What follows belongs to an exercise in optimizing a design on an open flow for small area, a short achievable clock period and few clock cycles per item; a production flow would make more cautious choices.
The RTL was checked by simulation tests, not by an equivalence proof against the original design.
Power is estimated from default activity; no workload was simulated.

alpha:
==> flow/design.v <==
module bitwriter_unit (
  input             clk,
  input             rst,
  input             cmd_valid,
  output            cmd_ready,
  input      [7:0]  cmd_op,
  input      [63:0] cmd_arg0,
  input      [31:0] cmd_arg1,
  output            m_valid,
  output     [7:0]  m_data,
  input             m_ready,
  input      [1:0]  m_resp,
  input      [63:0] m_pos,
  input      [63:0] m_len,
  input             m_seekable,
  output reg        m_close,
  output            l_valid,
  output     [7:0]  l_data,
  input             l_ready,
  input      [1:0]  l_resp,
  input      [63:0] l_pos,
  input      [63:0] l_len,
  input             l_seekable,
  output reg        l_close,
  output            rsp_valid,
  output     [3:0]  rsp_status,
  output     [63:0] rsp_res
);
  localparam ST_OK       = 4'd0;
  localparam ST_EOS      = 4'd1;
  localparam ST_INVALID  = 4'd3;
  localparam ST_ILLSTATE = 4'd4;
  localparam ST_IOERR    = 4'd6;
  localparam ST_ILLCMD   = 4'd7;
  localparam ST_NOTSUPP  = 4'd8;
  reg        att_m, att_l;
  reg [7:0]  buf_m, buf_l;
  reg [3:0]  cur_m, cur_l;
  reg        busy;        
  reg        e_l;         
  reg        e_rep;       
  reg        e_x;         
  reg [2:0]  e_m;         
  reg [2:0]  e_r;         
  reg [63:0] e_dat;       
  reg [7:0]  e_head;      
  reg [3:0]  e_cur;       
  reg        e_first;     
  reg        e_flush;     
  reg        e_close;     
  reg        r_valid;
  reg [3:0]  r_status;
  reg        r_l;         
  reg        r_len;       
  wire       e_rdy  = e_l ? l_ready : m_ready;
  wire [1:0] e_resp = e_l ? l_resp  : m_resp;
  wire [27:0] e_q   = e_dat[27:0];
  wire       e_last = e_rep ? (e_x ? (e_q == 28'd0) : (e_q == 28'd1)) : (e_m == 3'd0);
  wire [71:0] e_ext = {8'd0, e_dat};
  wire [15:0] e_win = e_ext[{e_m, 3'b000} +: 16];
  wire [15:0] e_sh  = e_win >> e_r;
  wire [7:0] e_byte = e_rep ? {8{e_dat[28]}} : e_sh[7:0];
  wire [7:0] e_low  = e_flush ? 8'h00 : (8'hFF >> e_cur);
  wire [7:0] x_byte = e_first ? (e_head | (e_byte & e_low)) : e_byte;
  wire e_go   = busy && e_rdy;
  wire e_fail = e_go && (e_resp != 2'd0);
  wire e_done = e_go && (e_resp == 2'd0) && e_last;
  assign m_valid = busy && !e_l;
  assign l_valid = busy && e_l;
  assign m_data  = x_byte;
  assign l_data  = {x_byte[0], x_byte[1], x_byte[2], x_byte[3],
                    x_byte[4], x_byte[5], x_byte[6], x_byte[7]};
  assign cmd_ready = !busy || (e_done && !e_close);
  wire   acc       = cmd_valid && cmd_ready;
  wire        u      = (cmd_op[7:4] == 4'h5);
  wire [3:0]  fn     = cmd_op[3:0];
  wire        op_ok  = ((cmd_op[7:4] == 4'h3) || u) && (fn <= 4'd8);
  wire        att    = u ? att_l : att_m;
  wire [7:0]  wbuf   = u ? buf_l : buf_m;
  wire [3:0]  wcur   = u ? cur_l : cur_m;
  wire        seek   = u ? l_seekable : m_seekable;
  wire        f_open  = (fn == 4'd0);
  wire        f_bit   = (fn == 4'd1);
  wire        f_b32   = (fn == 4'd2);
  wire        f_b64   = (fn == 4'd3);
  wire        f_rep   = (fn == 4'd4);
  wire        f_pos   = (fn == 4'd5) || (fn == 4'd6);
  wire        f_write = f_bit || f_b32 || f_b64 || f_rep;
  wire        f_fl    = (fn == 4'd7) || (fn == 4'd8);
  wire        neg     = cmd_arg1[31];
  wire        bad     = (f_b32 && (neg || (cmd_arg1[30:5] != 26'd0))) ||
                        (f_b64 && (neg || (cmd_arg1[30:6] != 25'd0))) ||
                        (f_rep && neg);
  wire        zero    = !f_bit && (cmd_arg1 == 32'd0);
  wire        rep     = f_bit || f_rep;
  wire        v       = cmd_arg0[0];
  wire [2:0]  nl      = f_bit ? 3'd1 : cmd_arg1[2:0];
  wire [27:0] nh      = f_bit ? 28'd0 : cmd_arg1[30:3];
  wire [3:0]  s       = {1'b0, wcur[2:0]} + {1'b0, nl};
  wire [2:0]  r       = s[2:0];
  wire        k0      = !s[3] && (nh == 28'd0);
  wire        w_go    = op_ok && att && f_write && !bad && !zero && !wcur[3];
  wire        fl_go   = op_ok && att && f_fl;
  wire        emit    = (w_go && !k0) || (fl_go && (wcur != 4'd0));
  wire [7:0]  topr    = ~(8'hFF >> r);
  wire [7:0]  topc    = ~(8'hFF >> wcur[2:0]);
  wire [7:0]  tbits   = rep ? {8{v}} : (cmd_arg0[7:0] << (4'd8 - {1'b0, r}));
  wire [7:0]  nbuf    = k0 ? (wbuf | (tbits & topr & ~topc)) : (tbits & topr);
  reg [3:0] st;
  always @* begin
    if (!op_ok)               st = ST_ILLCMD;
    else if (f_open)          st = ST_OK;
    else if (!att)            st = ST_ILLSTATE;
    else if (f_write) begin
      if (bad)                st = ST_INVALID;
      else if (zero)          st = ST_OK;
      else if (wcur[3])       st = ST_ILLSTATE;
      else                    st = ST_OK;
    end
    else if (f_pos && !seek)  st = ST_NOTSUPP;
    else                      st = ST_OK;
  end
  wire        e_res = e_fail || (e_done && !e_close);
  assign rsp_valid  = r_valid || e_res;
  assign rsp_status = e_res ? (e_fail ? (e_resp[1] ? ST_IOERR : ST_EOS) : ST_OK) : r_status;
  wire [63:0] rp    = r_l ? (r_len ? l_len : l_pos) : (r_len ? m_len : m_pos);
  wire [3:0]  rcur  = r_l ? cur_l : cur_m;
  assign rsp_res    = {rp[60:0] + {60'd0, rcur[3]}, rcur[2:0]};
  always @(posedge clk) begin
    if (rst) begin
      att_m <= 1'b0; buf_m <= 8'd0; cur_m <= 4'd0;
      att_l <= 1'b0; buf_l <= 8'd0; cur_l <= 4'd0;
      busy    <= 1'b0;
      r_valid <= 1'b0;
      m_close <= 1'b0;
      l_close <= 1'b0;
    end else begin
      r_valid <= 1'b0;
      m_close <= 1'b0;
      l_close <= 1'b0;
      if (e_go) begin
        e_first <= 1'b0;
        e_m     <= e_m - 3'd1;
        e_x     <= 1'b0;
        if (e_rep && !e_x) e_dat[27:0] <= e_q - 28'd1;
        if (e_fail || e_last) busy <= 1'b0;
        if (e_fail) begin
          if (e_l) begin att_l <= 1'b1; buf_l <= x_byte; cur_l <= e_flush ? e_cur : 4'd8; end
          else     begin att_m <= 1'b1; buf_m <= x_byte; cur_m <= e_flush ? e_cur : 4'd8; end
        end else if (e_last && e_close) begin
          r_valid  <= 1'b1;
          r_status <= ST_OK;
          if (e_l) l_close <= 1'b1; else m_close <= 1'b1;
        end
      end
      if (acc) begin
        r_valid  <= !emit;
        r_status <= st;
        r_l      <= u;
        r_len    <= fn[1];
        if (emit) begin
          busy    <= 1'b1;
          e_l     <= u;
          e_rep   <= rep && !fl_go;
          e_x     <= s[3];
          e_m     <= fl_go ? 3'd0 : (nh[2:0] - {2'd0, !s[3]});
          e_r     <= r;
          e_dat   <= (rep && !fl_go) ? {cmd_arg0[63:29], v, nh} : cmd_arg0;
          e_head  <= wbuf;
          e_cur   <= wcur;
          e_first <= 1'b1;
          e_flush <= fl_go;
          e_close <= fn[3];
        end
        if (op_ok) begin
          if (f_open) begin
            if (u) begin att_l <= 1'b1; buf_l <= 8'd0; cur_l <= 4'd0; end
            else   begin att_m <= 1'b1; buf_m <= 8'd0; cur_m <= 4'd0; end
          end else if (w_go) begin
            if (u) begin buf_l <= nbuf; cur_l <= {1'b0, r}; end
            else   begin buf_m <= nbuf; cur_m <= {1'b0, r}; end
          end else if (fl_go) begin
            if (u) begin att_l <= 1'b0; buf_l <= 8'd0; cur_l <= 4'd0; end
            else   begin att_m <= 1'b0; buf_m <= 8'd0; cur_m <= 4'd0; end
            if (wcur == 4'd0 && fn[3]) begin
              if (u) l_close <= 1'b1; else m_close <= 1'b1;
            end
          end
        end
      end
    end
  end
endmodule
export LEC_CHECK = 0
export CAP_MARGIN = 20
export CORE_MARGIN = 2
export CORE_UTILIZATION = 40
export SETUP_SLACK_MARGIN = 1.5
export SLEW_MARGIN = 20
create_clock -name core_clock -period 5.0 [get_ports {clk}]
standard.sh (not shown) runs the stock make flow with config.mk's settings and CLKGATE_MAP_FILE= SYNTH_SCRIPT=/design/flow/synth_recipe.tcl, a recipe that flattens the netlist after the stock synthesis.
==> flow/flow/run.sh <==
#!/bin/bash
# Standard ORFS layout, with the port buffers made from buf_1 cells instead of the
# default choice; the full make output goes to standard.log.
set -euo pipefail
export BUFFER_PORTS_ARGS="-buffer_cell sky130_fd_sc_hd__buf_1"
bash standard.sh > standard.log 2>&1
alpha reached the final stage; the timing, DRC and antenna checks on its layout passed.
Testbench counts of alpha, summed over its fixed seeds: cycles 7,958, items 4,000.
What beta does differently from alpha at the input level:
- SETUP_SLACK_MARGIN now 2.5, was 1.5
Compared with alpha, total of plain and repair buffers excluding clock buffers in beta increased by a little under 10%. beta ends up with a post-route clock period utilization that is 2.1 points lower than in alpha. Finished layout cell area delta for beta relative to alpha: about 7% higher. Maximum net fanout on the critical path in beta is 2 above alpha. After detailed routing, alpha needs less wire than beta. Against alpha as the reference, beta delivers a higher non-filler instance count after layout. Comparing the two runs side by side, beta comes out ahead of alpha on minimum clock period after layout. Summary — power, beta relative to alpha: higher, by 2.2%.
The inputs of gamma differ from those of beta as listed below.
- SETUP_SLACK_MARGIN removed (was 2.5)
==> results.txt <==
- Diff beta -> gamma: core utilization shows a reduction of 18 points; placed instance count shows an increase of 0.56%; sequential cell area shows no meaningful change; amount of wire on met3 after detailed routing shows a reduction of about 26%.
- Changes observed in gamma relative to beta: wire length dropped about 17%, transition time at the pin with the least slew margin climbed 0.089 ns, leakage component of the power fell about 30%, number of flops mapped to enable cells by yosys saw little to no change.
- Compared with beta, gamma shows a lower worst slew margin relative to its limit.
- Global-route met2 utilization in gamma is 10 points lower than in beta
--- input diff gamma..delta ---
==> flow/run.sh (new file) <==
#!/bin/bash
# synth_recipe.tcl (not shown) runs the flow's synth.tcl, then flattens the netlist and writes it again
# the make line also repeats each setting of config.mk as NAME=value (left out here)
make -C /OpenROAD-flow-scripts/flow DESIGN_CONFIG=/design/flow/config.mk WORK_HOME=/design/flow/orfs CLKGATE_MAP_FILE= SYNTH_SCRIPT=/design/flow/synth_recipe.tcl finish
removed: flow/flow/run.sh
removed: flow/standard.sh
==> results.txt <==
Peak fanout along the critical path (higher): gamma. In the metrics for delta and gamma, the one carrying the lower proportion of cell area spent on the clock network is delta. Re count of cells along the worst hold path: no difference whatsoever between delta and gamma. delta ended up with l_len[19] as its origin of the worst setup path; gamma ended up with r_len.

[static timing again, ports no longer ideal]
How much do the figures lean on ideal ports? The routed layouts below were timed once more, with nothing changed but the port constraints.
Step 1, drivers: a clkbuf_16 drives clk and a buf_2 each remaining input, both assumed.
Step 2, shift: input delay + t, output delay - t, t = (earliest + latest rising clock arrival at the registers) / 2. This alone moves slack from input paths to output paths.
a / b / c = no drivers / after step 1 / after step 2; a / b = the first two.
run	t (ns)	slack for setup (ns)	worst setup path at the end	latest minus earliest clock arrival (ns)	worst data-port slew with drivers (ns)
alpha	0.478	0.533 / 0.496 / 0.496	input to output	0.013 / 0.013	0.17
beta	0.484	0.637 / 0.584 / 0.616	input to output	0.014 / 0.014	0.14
gamma	0.466	0.237 / 0.191 / 0.339	input to register	0.013 / 0.012	0.16
delta	0.460	0.072 / -0.024 / -0.024	input to output	0.010 / 0.010	0.15
Met with ideal ports but missed after step 2: setup timing in delta. For delta, which loses most, drivers alone change the setup slack by -0.096 ns; drivers and shift together by -0.096 ns.
